This is an optimization exercise on Yosys and OpenROAD, whose aim is small area, a short achievable clock period and few clock cycles, not a production implementation.
Function was checked by simulation only, so behaviour that the tests miss may differ from the original.
Power and IR drop assume default switching activity.

==> inputs of trial 63 <==
==> flow/design.v <==
module kbpe_rx #(
    parameter [10:0] RX_TIMEOUT = 11'd1024,   
    parameter [8:0]  MIN_FRAME_LEN = 9'd10
) (
    input             clk,
    input             rst,           
    input      [15:0] my_addr,
    input             in_valid,
    input      [7:0]  in_data,
    output            in_ready,
    output            frm_valid,
    output     [15:0] frm_src,
    output     [15:0] frm_dst,
    output     [7:0]  frm_type,
    output     [7:0]  frm_seq,
    output     [7:0]  frm_len,
    input      [7:0]  pl_addr,
    output     [7:0]  pl_data,
    input             frm_done,
    output reg        ev_valid,
    output reg [2:0]  ev_code,
    output reg [7:0]  last_seq
);
    localparam [2:0] EV_DELIVERED = 3'd0,
                     EV_OTHER     = 3'd1,
                     EV_TOO_SHORT = 3'd2,
                     EV_BAD_SUM   = 3'd3,
                     EV_ABORT     = 3'd4;
    reg        rx_act;          
    reg  [8:0] rem;             
    reg  [2:0] hidx;            
    reg  [10:0] tmr;            
    reg        rx_short;        
    reg  [7:0] ring [0:255];
    reg  [8:0] wptr;            
    reg  [8:0] wbase;           
    localparam Q = 4;
    localparam QW = 56;
    reg  [QW-1:0] qe [0:Q-1];
    reg  [2:0]    q_cnt;
    reg  [8:0]    h_base;           
    wire          q_h = (q_cnt != 3'd0);
    wire       q_full  = (q_cnt == Q);
    wire       nx_pay  = rx_act && (hidx == 3'd7) && (rem >= 9'd3);
    wire       nx_last = rx_act && (rem == 9'd1);
    wire [8:0] used    = wptr - h_base;
    wire       ring_full = q_h && used[8];
    assign in_ready = !(nx_last && q_full) && !(nx_pay && ring_full);
    wire take = in_valid && in_ready;
    reg        s_v;
    reg  [7:0] s_d;
    reg  [2:0] s_hidx;          
    reg        s_sum;           
    reg        s_last;
    reg        s_pay;
    reg  [7:0] s_wa;
    reg [15:0] acc;
    reg [15:0] r_src, r_dst;
    reg  [7:0] r_type, r_seq, r_len;
    wire rel = q_h && frm_done;
    wire sum_ok = (acc[7:0] == 8'hFF) && (s_d == ~acc[15:8]);
    wire addr_match = (r_dst == my_addr) || (r_dst == 16'hFFFF) ||
                      (r_dst == {my_addr[15:8], 8'hFF});
    wire judge   = s_v && s_last;
    wire deliver = judge && !rx_short && sum_ok && addr_match;
    always @(posedge clk) begin
        if (rst) begin
            rx_act   <= 1'b0;
            rem      <= 9'd0;
            hidx     <= 3'd0;
            tmr      <= 11'd0;
            rx_short <= 1'b0;
            wptr     <= 9'd0;
            wbase    <= 9'd0;
            s_v      <= 1'b0;
            s_last   <= 1'b0;
            s_pay    <= 1'b0;
            ev_valid <= 1'b0;
            ev_code  <= 3'd0;
            last_seq <= 8'd0;
            q_cnt    <= 3'd0;
            h_base   <= 9'd0;
        end else begin
            s_v    <= take;
            s_d    <= in_data;
            s_hidx <= rx_act ? hidx : 3'd0;
            s_sum  <= rem >= 9'd2 || !rx_act;
            s_last <= rx_act && rem == 9'd1;
            s_pay  <= take && nx_pay;
            s_wa   <= wptr[7:0];
            ev_valid <= 1'b0;
            if (!rx_act) begin
                if (take) begin
                    rx_act   <= 1'b1;
                    rem      <= {1'b0, in_data} + 9'd2;
                    hidx     <= 3'd1;
                    tmr      <= 11'd1;
                    rx_short <= in_data < 8'd7;
                end
            end else begin
                if (tmr < RX_TIMEOUT)
                    tmr <= tmr + 11'd1;
                if (take) begin
                    rem <= rem - 9'd1;
                    if (hidx != 3'd7)
                        hidx <= hidx + 3'd1;
                    if (nx_pay)
                        wptr <= wptr + 9'd1;
                    if (rem == 9'd1)
                        rx_act <= 1'b0;
                end else if (!in_valid && tmr >= RX_TIMEOUT) begin
                    rx_act   <= 1'b0;
                    wptr     <= wbase;
                    ev_valid <= 1'b1;
                    ev_code  <= EV_ABORT;
                end
            end
            if (s_v) begin
                if (s_hidx == 3'd0)
                    acc <= {8'd0, s_d};
                else if (s_sum)
                    acc <= acc + {8'd0, s_d};
                case (s_hidx)
                    3'd0: r_len       <= s_d - 8'd6;
                    3'd1: r_src[7:0]  <= s_d;
                    3'd2: r_src[15:8] <= s_d;
                    3'd3: r_dst[7:0]  <= s_d;
                    3'd4: r_dst[15:8] <= s_d;
                    3'd5: r_type      <= s_d;
                    3'd6: r_seq       <= s_d;
                    default: ;
                endcase
            end
            if (judge) begin
                ev_valid <= 1'b1;
                if (rx_short) begin
                    ev_code <= EV_TOO_SHORT;
                end else if (!sum_ok) begin
                    ev_code <= EV_BAD_SUM;
                end else begin
                    if (!r_type[7])
                        last_seq <= r_seq;
                    ev_code <= addr_match ? EV_DELIVERED : EV_OTHER;
                end
                if (deliver)
                    wbase <= wptr;
                else
                    wptr <= wbase;
            end
            if (rel)
                h_base <= h_base + {1'b0, qe[0][7:0]};
            else if (!q_h)
                h_base <= wbase;
            q_cnt <= q_cnt + {2'd0, deliver} - {2'd0, rel};
        end
    end
    wire [QW-1:0] r_ent = {r_src, r_dst, r_type, r_seq, r_len};
    integer i;
    always @(posedge clk)
        for (i = 0; i < Q; i = i + 1)
            if (deliver && (rel ? q_cnt == i + 1 : q_cnt == i))
                qe[i] <= r_ent;
            else if (rel && i + 1 < Q)
                qe[i] <= qe[i + 1];
    always @(posedge clk)
        if (s_pay)
            ring[s_wa] <= s_d;
    reg [7:0] ra;
    always @(posedge clk)
        ra <= h_base[7:0] + pl_addr;
    assign pl_data = ring[ra];
    assign frm_valid = q_h;
    assign {frm_src, frm_dst, frm_type, frm_seq, frm_len} = qe[0];
endmodule
==> flow/run.sh <==
#!/bin/bash
# synth_recipe.tcl (not shown) runs the flow's synth.tcl, then flattens the netlist and writes it again
# the make line also repeats each setting of config.mk as NAME=value (left out here)
make -C /OpenROAD-flow-scripts/flow DESIGN_CONFIG=/design/flow/config.mk WORK_HOME=/design/flow/orfs CLKGATE_MAP_FILE= SYNTH_SCRIPT=/design/flow/synth_recipe.tcl finish
==> flow/config.mk <==
export PLATFORM = sky130hd
export DESIGN_NAME = kbpe_rx
export DESIGN_NICKNAME = kbpe_rx
export VERILOG_FILES = /design/flow/design.v
export SDC_FILE = /design/flow/constraint.sdc
export NUM_CORES = 4
export LEC_CHECK = 0
export CAP_MARGIN = 20
export CORE_MARGIN = 2
export CORE_UTILIZATION = 40
export SLEW_MARGIN = 20
==> flow/constraint.sdc <==
create_clock -name core_clock -period 10.0 [get_ports {clk}]
set_input_delay 2.0000 -clock core_clock [delete_from_list [all_inputs] [get_ports {clk}]]
set_output_delay 2.0000 -clock core_clock [all_outputs]
set_load 0.01 [all_outputs]
==> inputs of build 56, as changes to trial 63 <==
==> flow/design.v, changed modules only <==
module kbpe_rx #(
    parameter [10:0] RX_TIMEOUT = 11'd1024,   
    parameter [8:0]  MIN_FRAME_LEN = 9'd10
) (
    input             clk,
    input             rst,           
    input      [15:0] my_addr,
    input             in_valid,
    input      [7:0]  in_data,
    output            in_ready,
    output            frm_valid,
    output     [15:0] frm_src,
    output     [15:0] frm_dst,
    output     [7:0]  frm_type,
    output     [7:0]  frm_seq,
    output     [7:0]  frm_len,
    input      [7:0]  pl_addr,
    output     [7:0]  pl_data,
    input             frm_done,
    output reg        ev_valid,
    output reg [2:0]  ev_code,
    output reg [7:0]  last_seq
);
    localparam [2:0] EV_DELIVERED = 3'd0,
                     EV_OTHER     = 3'd1,
                     EV_TOO_SHORT = 3'd2,
                     EV_BAD_SUM   = 3'd3,
                     EV_ABORT     = 3'd4;
    reg        rx_act;          
    reg  [8:0] rem;             
    reg  [2:0] hidx;            
    reg  [10:0] tmr;            
    reg        rx_short;        
    reg  [2047:0] ring;
    reg  [7:0] ntc;             
    reg  [7:0] hbn;             
    reg  [7:0] fq0, fq1, fq2, fq3;   
    reg  [2:0] fcnt;
    reg  [8:0] fslot;           
    reg  [8:0] wptr;            
    reg  [8:0] wbase;           
    localparam Q = 4;
    localparam QW = 56;
    reg  [QW-1:0] qe [0:Q-1];
    reg  [2:0]    q_cnt;
    reg  [8:0]    h_base;           
    wire          q_h = (q_cnt != 3'd0);
    wire       q_full  = (q_cnt == Q);
    wire       nx_pay  = rx_act && (hidx == 3'd7) && (rem >= 9'd3);
    wire       nx_last = rx_act && (rem == 9'd1);
    wire [8:0] used    = wptr - h_base;
    wire       ring_full = q_h && used[8];
    assign in_ready = !(nx_last && q_full) && !(nx_pay && ring_full);
    wire take = in_valid && in_ready;
    wire rel;
    wire flush;
    wire [8:0] h_base_nx;
    reg        s_v;
    reg  [7:0] s_d;
    reg  [2:0] s_hidx;          
    reg        s_sum;           
    reg        s_last;
    reg [15:0] acc;
    reg [15:0] r_src, r_dst;
    reg  [7:0] r_type, r_seq, r_len;
    assign rel = q_h && frm_done;
    wire sum_ok = (acc[7:0] == 8'hFF) && (s_d == ~acc[15:8]);
    wire addr_match = (r_dst == my_addr) || (r_dst == 16'hFFFF) ||
                      (r_dst == {my_addr[15:8], 8'hFF});
    wire judge   = s_v && s_last;
    wire deliver = judge && !rx_short && sum_ok && addr_match;
    wire abort   = rx_act && !take && !in_valid && tmr >= RX_TIMEOUT;
    assign flush = abort || (judge && !deliver);
    assign h_base_nx = rel ? h_base + {1'b0, qe[0][7:0]} :
                       q_h ? h_base : wbase;
    always @(posedge clk) begin
        if (rst) begin
            rx_act   <= 1'b0;
            rem      <= 9'd0;
            hidx     <= 3'd0;
            tmr      <= 11'd0;
            rx_short <= 1'b0;
            wptr     <= 9'd0;
            wbase    <= 9'd0;
            s_v      <= 1'b0;
            s_last   <= 1'b0;
            ntc      <= 8'hFF;
            fcnt     <= 3'd0;
            fslot    <= 9'd0;
            ev_valid <= 1'b0;
            ev_code  <= 3'd0;
            last_seq <= 8'd0;
            q_cnt    <= 3'd0;
            h_base   <= 9'd0;
        end else begin
            s_v    <= take;
            s_d    <= in_data;
            s_hidx <= rx_act ? hidx : 3'd0;
            s_sum  <= rem >= 9'd2 || !rx_act;
            s_last <= rx_act && rem == 9'd1;
            ntc    <= ntc - 8'd1;
            hbn    <= h_base_nx[7:0] + ntc - 8'd1;
            fcnt   <= flush ? 3'd0 : fcnt + {2'd0, push} - {2'd0, pop};
            if (flush)
                fslot <= wbase;
            else if (pop)
                fslot <= fslot + 9'd1;
            ev_valid <= 1'b0;
            if (!rx_act) begin
                if (take) begin
                    rx_act   <= 1'b1;
                    rem      <= {1'b0, in_data} + 9'd2;
                    hidx     <= 3'd1;
                    tmr      <= 11'd1;
                    rx_short <= in_data < 8'd7;
                end
            end else begin
                if (tmr < RX_TIMEOUT)
                    tmr <= tmr + 11'd1;
                if (take) begin
                    rem <= rem - 9'd1;
                    if (hidx != 3'd7)
                        hidx <= hidx + 3'd1;
                    if (nx_pay)
                        wptr <= wptr + 9'd1;
                    if (rem == 9'd1)
                        rx_act <= 1'b0;
                end else if (!in_valid && tmr >= RX_TIMEOUT) begin
                    rx_act   <= 1'b0;
                    wptr     <= wbase;
                    ev_valid <= 1'b1;
                    ev_code  <= EV_ABORT;
                end
            end
            if (s_v) begin
                if (s_hidx == 3'd0)
                    acc <= {8'd0, s_d};
                else if (s_sum)
                    acc <= acc + {8'd0, s_d};
                case (s_hidx)
                    3'd0: r_len       <= s_d - 8'd6;
                    3'd1: r_src[7:0]  <= s_d;
                    3'd2: r_src[15:8] <= s_d;
                    3'd3: r_dst[7:0]  <= s_d;
                    3'd4: r_dst[15:8] <= s_d;
                    3'd5: r_type      <= s_d;
                    3'd6: r_seq       <= s_d;
                    default: ;
                endcase
            end
            if (judge) begin
                ev_valid <= 1'b1;
                if (rx_short) begin
                    ev_code <= EV_TOO_SHORT;
                end else if (!sum_ok) begin
                    ev_code <= EV_BAD_SUM;
                end else begin
                    if (!r_type[7])
                        last_seq <= r_seq;
                    ev_code <= addr_match ? EV_DELIVERED : EV_OTHER;
                end
                if (deliver)
                    wbase <= wptr;
                else
                    wptr <= wbase;
            end
            h_base <= h_base_nx;
            q_cnt <= q_cnt + {2'd0, deliver} - {2'd0, rel};
        end
    end
    wire [QW-1:0] r_ent = {r_src, r_dst, r_type, r_seq, r_len};
    integer i;
    always @(posedge clk)
        for (i = 0; i < Q; i = i + 1)
            if (deliver && (rel ? q_cnt == i + 1 : q_cnt == i))
                qe[i] <= r_ent;
            else if (rel && i + 1 < Q)
                qe[i] <= qe[i + 1];
    wire push = take && nx_pay;
    wire [7:0] wplace = fslot[7:0] + ntc;
    wire pop = (fcnt != 3'd0) && (wplace[1:0] == 2'd0);
    wire [2:0] fpos = fcnt - {2'd0, pop};
    always @(posedge clk) begin
        if (pop) begin
            fq0 <= fq1; fq1 <= fq2; fq2 <= fq3;
        end
        if (push) begin
            if (fpos == 3'd0) fq0 <= in_data;
            if (fpos == 3'd1) fq1 <= in_data;
            if (fpos == 3'd2) fq2 <= in_data;
            if (fpos == 3'd3) fq3 <= in_data;
        end
    end
    wire [2047:0] ring_nx;
    genvar p;
    generate
        for (p = 0; p < 256; p = p + 1) begin : g_ring
            if (p % 4 == 0) begin : g_port
                assign ring_nx[8*p +: 8] = (pop && wplace[7:2] == p / 4) ?
                                           fq0 : ring[8*((p + 1) % 256) +: 8];
            end else begin : g_pass
                assign ring_nx[8*p +: 8] = ring[8*((p + 1) % 256) +: 8];
            end
        end
    endgenerate
    always @(posedge clk)
        ring <= ring_nx;
    reg [7:0] ra;
    always @(posedge clk)
        ra <= hbn + pl_addr;
    assign pl_data = ring[8*ra +: 8];
    assign frm_valid = q_h;
    assign {frm_src, frm_dst, frm_type, frm_seq, frm_len} = qe[0];
endmodule
==> comparison table <==
	trial 63	build 56
Run status	complete, no violations	complete, no violations
Part of the total power dissipated in combinational logic	25.7%	8.2%
Total placed instance area	0.101 mm2	0.0886 mm2
Power per Cell Area	256 mW/mm2	221 mW/mm2
Area used by multi-input combinational logic	0.0224 mm2	0.0298 mm2
Hold Slack	473 ps	307 ps
Total wire length after detailed routing	227000 um	207000 um
Mean instance size in the synthesized netlist	21.0 um2	15.5 um2
Die Outline Area	0.244 mm2	0.215 mm2
Number of antenna violations at the first check in global routing	17	15
Flop pwr share	43.2%	48.0%
Leading cell type by number of instances after synthesis	edfxtp_1	dfxtp_1
Sequential cell count	2442	2492
Post-layout nets	4851	5692
Terminating pin of the worst hold path	ev_code[2]$_SDFFE_PP0P_	ring[1134]$_DFF_P_
Synthesized cell area	0.0960 mm2	0.0846 mm2
Die width	494 um	464 um
Worst Setup Slack post-DPL	2970 ps	3040 ps
Final core occ	45.5%	46.2%
Highest clock frequency the design can meet	123 MHz	130 MHz
Well-Tap Cells	3167	2805
Fraction of the mapped netlist area in compound gates	1.37%	4.62%
Post-route clock period utilization	81.0%	77.0%
Weighted congestion reported at the end of routability-driven placement	0.819	0.800
Launch point of the worst hold path	s_last$_SDFF_PP0_	ring[1142]$_DFF_P_
Fraction of area in registers	66.9%	54.8%
Testbench counts of trial 63, summed over its fixed seeds: cycles 14,194.
Testbench counts of build 56, summed over its fixed seeds: cycles 14,194.

## separate check: timing with driven ports
The results above use ideal ports. As a check the final layouts listed here were re-extracted and re-timed, cells and wires unchanged. Step 1: set_driving_cell puts a clkbuf_16 on clk and a buf_2 on each other input, an assumption about the parent block. Step 2, shift: input delay + t, output delay - t, t = (earliest + latest rising clock arrival at the registers) / 2. This alone moves slack from input paths to output paths. Three values: no drivers, after step 1, after step 2; two values: the first two.
run	t (ns)	slack for setup (ns)	worst hold slack (ns)	clock arrival spread, ns
trial 63	0.952	1.901 / 1.812 / 2.764	0.473 / 0.473 / 0.473	0.044 / 0.044
build 56	0.953	2.296 / 2.207 / 3.160	0.307 / 0.307 / 0.307	0.066 / 0.065
After both steps setup and hold are still met in every run listed.
